From an optimization exercise on the open Yosys and OpenROAD flow, aimed at small area; shortcuts taken in it are not production practice. No activity file was given, so power comes from the tool's default toggle rates.

==> trial 93: inputs <==
==> flow/design.v <==
module sisops_cpu (
    input  wire         clk,
    input  wire         rst,
    input  wire         start,
    input  wire [31:0]  pc_in,
    input  wire [319:0] regs_in,
    input  wire [63:0]  pt_in,
    input  wire [4:0]   pt_len_in,
    input  wire [7:0]   quantum,
    output wire         busy,
    output reg          done,
    output reg  [2:0]   cause,
    output wire [47:0]  info,
    output reg  [31:0]  fpc,
    output wire [31:0]  pc_out,
    output wire [319:0] regs_out,
    output wire         mem_req,
    output wire         mem_we,
    output reg  [7:0]   mem_addr,
    output wire [47:0]  mem_wdata,
    input  wire         mem_ready,
    input  wire         mem_rvalid,
    input  wire [47:0]  mem_rdata
);
    localparam [2:0] C_TIMER   = 3'd0;
    localparam [2:0] C_ADDR    = 3'd1;
    localparam [2:0] C_INVOP   = 3'd2;
    localparam [2:0] C_INVSYS  = 3'd3;
    localparam [2:0] C_STOP    = 3'd4;
    localparam [2:0] C_READ    = 3'd5;
    localparam [2:0] C_WRITE   = 3'd6;
    localparam [3:0] S_IDLE = 4'd0;    
    localparam [3:0] S_FT   = 4'd1;    
    localparam [3:0] S_FR   = 4'd2;    
    localparam [3:0] S_FW   = 4'd3;    
    localparam [3:0] S_DEC  = 4'd4;    
    localparam [3:0] S_PASS = 4'd5;    
    localparam [3:0] S_DT   = 4'd6;    
    localparam [3:0] S_MR   = 4'd7;    
    localparam [3:0] S_MW   = 4'd8;    
    localparam [3:0] S_SYS  = 4'd9;    
    localparam [3:0] S_CMP  = 4'd10;   
    localparam [3:0] S_FIN  = 4'd11;   
    localparam [3:0] P_LDI  = 4'd0;    
    localparam [3:0] P_ALU  = 4'd1;    
    localparam [3:0] P_MA   = 4'd2;    
    localparam [3:0] P_MM   = 4'd3;    
    localparam [3:0] P_STD  = 4'd4;    
    localparam [3:0] P_SCAN = 4'd5;    
    localparam [3:0] P_JMP  = 4'd6;    
    localparam [3:0] P_X8   = 4'd7;    
    localparam [3:0] P_X9   = 4'd8;    
    localparam [3:0] P_PCI  = 4'd9;    
    localparam [3:0] P_FPC  = 4'd10;   
    reg  [3:0]  state;
    reg  [3:0]  ptype;
    reg  [4:0]  bc;          
    reg  [31:0] x [0:9];
    reg  [31:0] pc;
    reg  [47:0] ir;
    reg  [63:0] ptr;         
    reg  [3:0]  pcnt;
    reg  [4:0]  pt_len;
    reg  [7:0]  qcnt;
    reg         ac;          
    reg         pcc;         
    reg         nz;          
    reg         fl;          
    reg  [30:0] ms;          
    reg  [30:0] mc;          
    integer i;
    wire idle = (state == S_IDLE);
    wire ld   = idle & start;
    wire pass = (state == S_PASS);
    wire last = (bc == 5'd31);
    wire first = (bc == 5'd0);
    assign busy     = ~idle;
    assign pc_out   = pc;
    assign info     = ir;
    assign mem_req  = (state == S_FR) | (state == S_MR);
    assign mem_wdata = {16'h0CFF, ir[31:0]};
    genvar g;
    generate
        for (g = 0; g < 10; g = g + 1) begin : g_regs_out
            assign regs_out[32*g +: 32] = x[g];
        end
    endgenerate
    wire [7:0] op = ir[47:40];
    wire [3:0] ra = ir[39:36];
    wire [3:0] rb = ir[35:32];
    wire op_hi0  = (op[7:4] == 4'd0);
    wire is_ldi  = op_hi0 & (op[3:0] == 4'd0);
    wire is_ldd  = op_hi0 & (op[3:0] == 4'd1);
    wire is_std  = op_hi0 & (op[3:0] == 4'd2);
    wire is_alu  = op_hi0 & ((op[3:0] == 4'd3) | (op[3:0] == 4'd4));
    wire is_mul  = op_hi0 & (op[3:0] == 4'd5);
    wire is_jmp  = op_hi0 & (op[3:0] == 4'd6);
    wire is_jcc  = op_hi0 & ((op[3:0] == 4'd7) | (op[3:0] == 4'd8) | (op[3:0] == 4'd9));
    wire is_sys  = op_hi0 & (op[3:0] == 4'd10);
    wire is_stop = op_hi0 & (op[3:0] == 4'd11);
    wire uses_a  = op_hi0 & ((op[3:0] <= 4'd5) | is_jcc);
    wire uses_b  = op_hi0 & (op[3:0] >= 4'd3) & (op[3:0] <= 4'd5);
    wire illegal = ~op_hi0 | (op[3:0] >= 4'd12) | (uses_a & (ra > 4'd9)) | (uses_b & (rb > 4'd9));
    wire [3:0] rsa = (ptype == P_X8) ? 4'd8 : (ptype == P_X9) ? 4'd9 : ra;
    reg a_bit, b_bit;
    always @(*) begin
        a_bit = 1'b0;
        b_bit = 1'b0;
        for (i = 0; i < 10; i = i + 1) begin
            if (rsa == i) a_bit = x[i][0];
            if (rb == i)  b_bit = x[i][0];
        end
    end
    wire sub   = op[2];
    wire a_cin = first ? sub : ac;
    wire bx    = b_bit ^ sub;
    wire alu_s = a_bit ^ bx ^ a_cin;
    wire alu_c = (a_bit & bx) | (a_bit & a_cin) | (bx & a_cin);
    wire mb = b_bit & pass & (ptype == P_MM);
    wire [31:0] pp = ir[31:0] & {32{mb}};
    wire [31:0] msum, mcar;
    assign msum[31] = pp[31];
    assign mcar[31] = 1'b0;
    generate
        for (g = 0; g < 31; g = g + 1) begin : g_mul
            assign msum[g] = ms[g] ^ mc[g] ^ pp[g];
            assign mcar[g] = (ms[g] & mc[g]) | (ms[g] & pp[g]) | (mc[g] & pp[g]);
        end
    endgenerate
    wire prod = msum[0];
    wire take = is_jmp
              | (op[3:0] == 4'd7 & fl)
              | (op[3:0] == 4'd8 & ~nz)
              | (op[3:0] == 4'd9 & nz & ~fl);
    wire pc_inc = (ptype == P_LDI) | (ptype == P_ALU) | (ptype == P_MM) | (ptype == P_STD)
                | (ptype == P_JMP) | (ptype == P_PCI);
    wire p_cin = first ? pc_inc : pcc;
    wire pc_bit = (ptype == P_JMP && take) ? ir[0] : (pc[0] ^ p_cin);
    wire x_wr = pass & ((ptype == P_LDI) | (ptype == P_ALU) | (ptype == P_MM));
    wire w_bit = (ptype == P_ALU) ? alu_s : (ptype == P_MM) ? prod : ir[0];
    wire ir_from_a = (ptype == P_MA) | (ptype == P_STD) | (ptype == P_X8) | (ptype == P_X9);
    wire ir_sin = ir_from_a ? a_bit : (ptype == P_FPC) ? pc[0] : ir[0];
    wire ir_sh  = pass & (ptype != P_MM);
    wire fetch_tr = (state == S_FT);
    wire [7:0] la = fetch_tr ? pc[7:0] : ir[7:0];
    wire hi_zero  = fetch_tr ? (pc[31:8] == 24'd0) : (ir[31:8] == 24'd0);
    wire tr_ok    = hi_zero & ({1'b0, la[7:4]} < pt_len);
    wire tr_hit   = (pcnt == la[7:4]);
    wire code_ok  = (ir[31:2] == 30'd0) & (ir[1] ^ ir[0]);
    wire ir_ld_lo = mem_rvalid & ((state == S_FW) | (state == S_MW));
    wire ir_ld_hi = mem_rvalid & ((state == S_FW) | (state == S_MW & ~is_ldd));
    wire fin      = (state == S_FIN);
    wire clr_hi   = fin & (cause != C_INVOP) & (cause != C_WRITE);
    wire clr_lo   = fin & ((cause == C_TIMER) | (cause == C_STOP) | (cause == C_READ));
    always @(posedge clk) begin
        for (i = 0; i < 10; i = i + 1) begin
            if (ld | pass)
                x[i] <= ({32{ld}} & regs_in[32*i +: 32])
                      | ({32{pass}} & {(x_wr && ra == i) ? w_bit : x[i][0], x[i][31:1]});
        end
        if (ld | pass)
            pc <= ({32{ld}} & pc_in) | ({32{pass}} & {pc_bit, pc[31:1]});
        if (ir_ld_lo | ir_sh | clr_lo)
            ir[31:0] <= ({32{ir_ld_lo}} & mem_rdata[31:0]) | ({32{ir_sh}} & {ir_sin, ir[31:1]});
        if (ir_ld_hi | clr_hi)
            ir[47:32] <= {16{ir_ld_hi}} & mem_rdata[47:32];
        ptr <= ({64{ld}} & pt_in) | ({64{busy}} & {ptr[3:0], ptr[63:4]});
        pcnt <= ld ? 4'd0 : pcnt + 4'd1;
        if (ld) begin
            pt_len <= pt_len_in;
        end
        if (ld)
            qcnt <= quantum;
        else if (state == S_CMP)
            qcnt <= qcnt - 8'd1;
        ac  <= alu_c;
        pcc <= pc[0] & p_cin;
        if (pass && ptype == P_SCAN) begin
            nz <= (nz & ~first) | a_bit;
            fl <= a_bit;
        end
        if (state == S_SYS)
            fl <= ir[1];
        ms <= msum[31:1];
        mc <= mcar[30:0];
        if (state == S_FT)
            fpc <= pc;
        if ((state == S_FT || state == S_DT) && tr_hit)
            mem_addr <= {ptr[3:0], la[3:0]};
        if (rst) begin
            state <= S_IDLE;
            done  <= 1'b0;
            bc    <= 5'd0;
        end else begin
            done <= fin;
            if (pass)
                bc <= bc + 5'd1;
            case (state)
                S_IDLE: if (start) state <= S_FT;
                S_FT: begin
                    if (!tr_ok) begin
                        cause <= C_ADDR; ptype <= P_FPC; state <= S_PASS;
                    end else if (tr_hit)
                        state <= S_FR;
                end
                S_FR: if (mem_ready) state <= S_FW;
                S_FW: if (mem_rvalid) state <= S_DEC;
                S_DEC: begin
                    state <= S_PASS;
                    if (illegal) begin
                        cause <= C_INVOP; state <= S_FIN;
                    end else if (is_stop) begin
                        cause <= C_STOP; state <= S_FIN;
                    end else if (is_ldd | is_std)
                        state <= S_DT;
                    else if (is_ldi) ptype <= P_LDI;
                    else if (is_alu) ptype <= P_ALU;
                    else if (is_mul) ptype <= P_MA;
                    else if (is_jmp) ptype <= P_JMP;
                    else if (is_jcc) ptype <= P_SCAN;
                    else             ptype <= P_X8;
                end
                S_PASS: if (last) begin
                    case (ptype)
                        P_MA:   ptype <= P_MM;
                        P_SCAN: ptype <= P_JMP;
                        P_STD:  state <= S_MR;
                        P_X8:   state <= S_SYS;
                        P_X9:   state <= S_DT;
                        P_PCI, P_FPC: state <= S_FIN;
                        default: state <= S_CMP;
                    endcase
                end
                S_SYS: begin
                    if (!code_ok) begin
                        cause <= C_INVSYS; state <= S_FIN;
                    end else begin
                        ptype <= P_X9; state <= S_PASS;
                    end
                end
                S_DT: begin
                    if (!tr_ok) begin
                        cause <= C_ADDR; state <= S_FIN;
                    end else if (tr_hit) begin
                        if (is_ldd) state <= S_MR;
                        else if (is_std) begin
                            ptype <= P_STD; state <= S_PASS;
                        end else if (fl) state <= S_MR;
                        else begin
                            cause <= C_READ; ptype <= P_PCI; state <= S_PASS;
                        end
                    end
                end
                S_MR: if (mem_ready) state <= is_std ? S_CMP : S_MW;
                S_MW: if (mem_rvalid) begin
                    state <= S_PASS;
                    if (is_ldd) ptype <= P_LDI;
                    else begin
                        cause <= C_WRITE; ptype <= P_PCI;
                    end
                end
                S_CMP: begin
                    if (qcnt == 8'd1) begin
                        cause <= C_TIMER; state <= S_FIN;
                    end else
                        state <= S_FT;
                end
                S_FIN: state <= S_IDLE;
                default: state <= S_IDLE;
            endcase
        end
    end
    assign mem_we = (state == S_MR) & is_std;
endmodule
==> flow/flow/run.sh <==
#!/bin/bash
# The standard layout (the standard.sh: ORFS synthesis through finish),
# with the ports buffered by the smallest buffer cell instead of the one
# buffer_ports picks by default.
set -euo pipefail
bash standard.sh "BUFFER_PORTS_ARGS=-buffer_cell sky130_fd_sc_hd__buf_1" finish > standard_make.log 2>&1
==> flow/standard.sh <==
#!/bin/bash
# synth_recipe.tcl (not shown) runs the flow's synth.tcl, then flattens the netlist and writes it again
# the make line also repeats each setting of config.mk as NAME=value (left out here)
make -C /OpenROAD-flow-scripts/flow DESIGN_CONFIG=/design/flow/config.mk WORK_HOME=/design/flow/orfs CLKGATE_MAP_FILE= SYNTH_SCRIPT=/design/flow/synth_recipe.tcl "${@:-finish}"
==> flow/config.mk <==
export PLATFORM = sky130hd
export DESIGN_NAME = sisops_cpu
export DESIGN_NICKNAME = sisops_cpu
export VERILOG_FILES = /design/flow/design.v
export SDC_FILE = /design/flow/constraint.sdc
export NUM_CORES = 4
export LEC_CHECK = 0
export CAP_MARGIN = 20
export CORE_AREA = 10 10 350 350
export DIE_AREA = 0 0 360 360
export SLEW_MARGIN = 20
==> flow/constraint.sdc <==
create_clock -name core_clock -period 11.0 [get_ports {clk}]
set_input_delay 2.2000 -clock core_clock [delete_from_list [all_inputs] [get_ports {clk}]]
set_output_delay 2.2000 -clock core_clock [all_outputs]
set_load 0.01 [all_outputs]
==> inputs of trial 70, as changes to trial 93 <==
--- a/flow/design.v
+++ b/flow/design.v
@@ -156,13 +156,19 @@
         for (i = 0; i < 10; i = i + 1) begin
-            if (ld | pass)
-                x[i] <= ({32{ld}} & regs_in[32*i +: 32])
-                      | ({32{pass}} & {(x_wr && ra == i) ? w_bit : x[i][0], x[i][31:1]});
-        end
-        if (ld | pass)
-            pc <= ({32{ld}} & pc_in) | ({32{pass}} & {pc_bit, pc[31:1]});
+            if (ld)
+                x[i] <= regs_in[32*i +: 32];
+            else if (pass)
+                x[i] <= {(x_wr && ra == i) ? w_bit : x[i][0], x[i][31:1]};
+        end
+        if (ld)
+            pc <= pc_in;
+        else if (pass)
+            pc <= {pc_bit, pc[31:1]};
         if (ir_ld_lo | ir_sh | clr_lo)
-            ir[31:0] <= ({32{ir_ld_lo}} & mem_rdata[31:0]) | ({32{ir_sh}} & {ir_sin, ir[31:1]});
+            ir[31:0] <= ir_ld_lo ? mem_rdata[31:0] : ir_sh ? {ir_sin, ir[31:1]} : 32'd0;
         if (ir_ld_hi | clr_hi)
-            ir[47:32] <= {16{ir_ld_hi}} & mem_rdata[47:32];
-        ptr <= ({64{ld}} & pt_in) | ({64{busy}} & {ptr[3:0], ptr[63:4]});
+            ir[47:32] <= ir_ld_hi ? mem_rdata[47:32] : 16'd0;
+        if (ld)
+            ptr <= pt_in;
+        else
+            ptr <= {ptr[3:0], ptr[63:4]};
         pcnt <= ld ? 4'd0 : pcnt + 4'd1;
==> flow/run.sh (new file) <==
#!/bin/bash
# synth_recipe.tcl (not shown) runs the flow's synth.tcl, then flattens the netlist and writes it again
# the make line also repeats each setting of config.mk as NAME=value (left out here)
make -C /OpenROAD-flow-scripts/flow DESIGN_CONFIG=/design/flow/config.mk WORK_HOME=/design/flow/orfs CLKGATE_MAP_FILE= SYNTH_SCRIPT=/design/flow/synth_recipe.tcl finish
CORE_AREA = not set   (was 10 10 350 350)
CORE_MARGIN = 2   (was not set)
CORE_UTILIZATION = 40   (was not set)
DIE_AREA = not set   (was 0 0 360 360)
removed: flow/flow/run.sh
removed: flow/standard.sh
==> inputs of build 4, as changes to trial 93 <==
--- a/flow/design.v
+++ b/flow/design.v
@@ -69,3 +69,2 @@
     reg  [30:0] ms;          
-    reg  [30:0] mc;          
     integer i;
@@ -74,2 +73,3 @@
     wire pass = (state == S_PASS);
+    wire hold = ~ld & ~pass;
     wire last = (bc == 5'd31);
@@ -120,11 +120,13 @@
     wire [31:0] pp = ir[31:0] & {32{mb}};
-    wire [31:0] msum, mcar;
-    assign msum[31] = pp[31];
-    assign mcar[31] = 1'b0;
+    wire [31:0] msum;
+    wire [31:0] mcar;
     generate
         for (g = 0; g < 31; g = g + 1) begin : g_mul
-            assign msum[g] = ms[g] ^ mc[g] ^ pp[g];
-            assign mcar[g] = (ms[g] & mc[g]) | (ms[g] & pp[g]) | (mc[g] & pp[g]);
+            wire cin = (g == 0) ? 1'b0 : mcar[g-1];
+            assign msum[g] = ms[g] ^ pp[g] ^ cin;
+            assign mcar[g] = (ms[g] & pp[g]) | (ms[g] & cin) | (pp[g] & cin);
         end
     endgenerate
+    assign msum[31] = pp[31] ^ mcar[30];
+    assign mcar[31] = 1'b0;
     wire prod = msum[0];
@@ -155,9 +157,7 @@
     always @(posedge clk) begin
-        for (i = 0; i < 10; i = i + 1) begin
-            if (ld | pass)
-                x[i] <= ({32{ld}} & regs_in[32*i +: 32])
-                      | ({32{pass}} & {(x_wr && ra == i) ? w_bit : x[i][0], x[i][31:1]});
-        end
-        if (ld | pass)
-            pc <= ({32{ld}} & pc_in) | ({32{pass}} & {pc_bit, pc[31:1]});
+        for (i = 0; i < 10; i = i + 1)
+            x[i] <= ({32{ld}} & regs_in[32*i +: 32])
+                  | ({32{pass}} & {(x_wr && ra == i) ? w_bit : x[i][0], x[i][31:1]})
+                  | ({32{hold}} & x[i]);
+        pc <= ({32{ld}} & pc_in) | ({32{pass}} & {pc_bit, pc[31:1]}) | ({32{hold}} & pc);
         if (ir_ld_lo | ir_sh | clr_lo)
@@ -184,3 +184,2 @@
         ms <= msum[31:1];
-        mc <= mcar[30:0];
         if (state == S_FT)
==> flow/flow/run.sh (replaced) <==
#!/bin/bash
# The standard layout (the standard.sh: ORFS synthesis through finish),
# with two changes that only affect which cells are used:
#  - the ports are buffered by the smallest buffer cell;
#  - clock tree synthesis inserts no dummy loads.
set -euo pipefail
bash standard.sh \
  "BUFFER_PORTS_ARGS=-buffer_cell sky130_fd_sc_hd__buf_1" \
  "CTS_ARGS=-sink_clustering_enable -repair_clock_nets -dont_use_dummy_load -buf_list sky130_fd_sc_hd__clkbuf_4" \
  finish > standard_make.log 2>&1
CTS_BUF_LIST = sky130_fd_sc_hd__clkbuf_4   (was not set)
==> results.txt <==
|  | build 4 | trial 70 | trial 93 |
|---|---|---|---|
| Run status | finished with violations | did not finish | complete, no violations |
| Failing step | - | I/O pin placement (3_2_place_iop) | - |
| Violated checks | negative setup slack | - | - |
| Endpoints failing setup | 6 | - | 0 |
| Max reg flops | 320 | - | 320 |
| Worst slack, placed | -1.49 ns | - | 4.68 ns |
| Std-Cell Rows | 124 | 94 | 124 |
| Global-route congestion overflow total | 0 | - | 0 |
| Fraction of the mapped netlist area in compound gates | 0.158 | 0.0376 | 0.171 |
| Worst hold start | ptr[58] | - | ptr[55] |
| Share of the core filled with cells in the final layout | 0.261 | - | 0.289 |
| Path type of the worst setup path | flip-flop to flip-flop | - | flip-flop to primary output |
| Number of non-clock inverters in the layout | 34 | - | 148 |
| Switching Fraction | 0.460 | - | 0.409 |
| Root buffer cell | sky130_fd_sc_hd__clkbuf_4 | - | sky130_fd_sc_hd__clkbuf_16 |
| Via density per instance | 4.66 | - | 4.66 |
| Top cell by count, worst path | sky130_fd_sc_hd__fa_2 | - | sky130_fd_sc_hd__nor2_1 |
| Number of DRC markers after the initial detailed-route iteration | 2,235 | - | 2,045 |
| Sequential Power Share | 0.437 | - | 0.440 |
| Area used by multi-input combinational logic | 9950 um2 | - | 7630 um2 |
| Part of the power in the clock network | 0.164 | - | 0.232 |
| Worst hold path type | flip-flop to flip-flop | - | flip-flop to flip-flop |
No functional check of the RTL was part of any run of this note.

-- static timing again, ports no longer ideal --
Ports are ideal in the flow. The routed layouts listed here were re-timed in OpenROAD. Step 1, drivers: a clkbuf_16 drives clk and a buf_2 each remaining input, both assumed. Step 2 moves the port delays by t, midway between the first and last clock arrival at a register: inputs arrive t later, outputs are due t later. That takes back most of the time a late clock gives input paths. Slacks: no drivers / after step 1 / after step 2; pairs: no drivers / after step 1.
run | t, ns | setup WS [ns] | worst register clock-pin slew, ns
trial 93 | 0.704 | 5.651 / 5.576 / 5.191 | 0.07 / 0.07
build 4 | 1.087 | -1.400 / -1.400 / -1.400 | 0.07 / 0.07
The setup slack of trial 93, which loses most, moves by -0.075 ns with the drivers and by -0.460 ns with both steps.
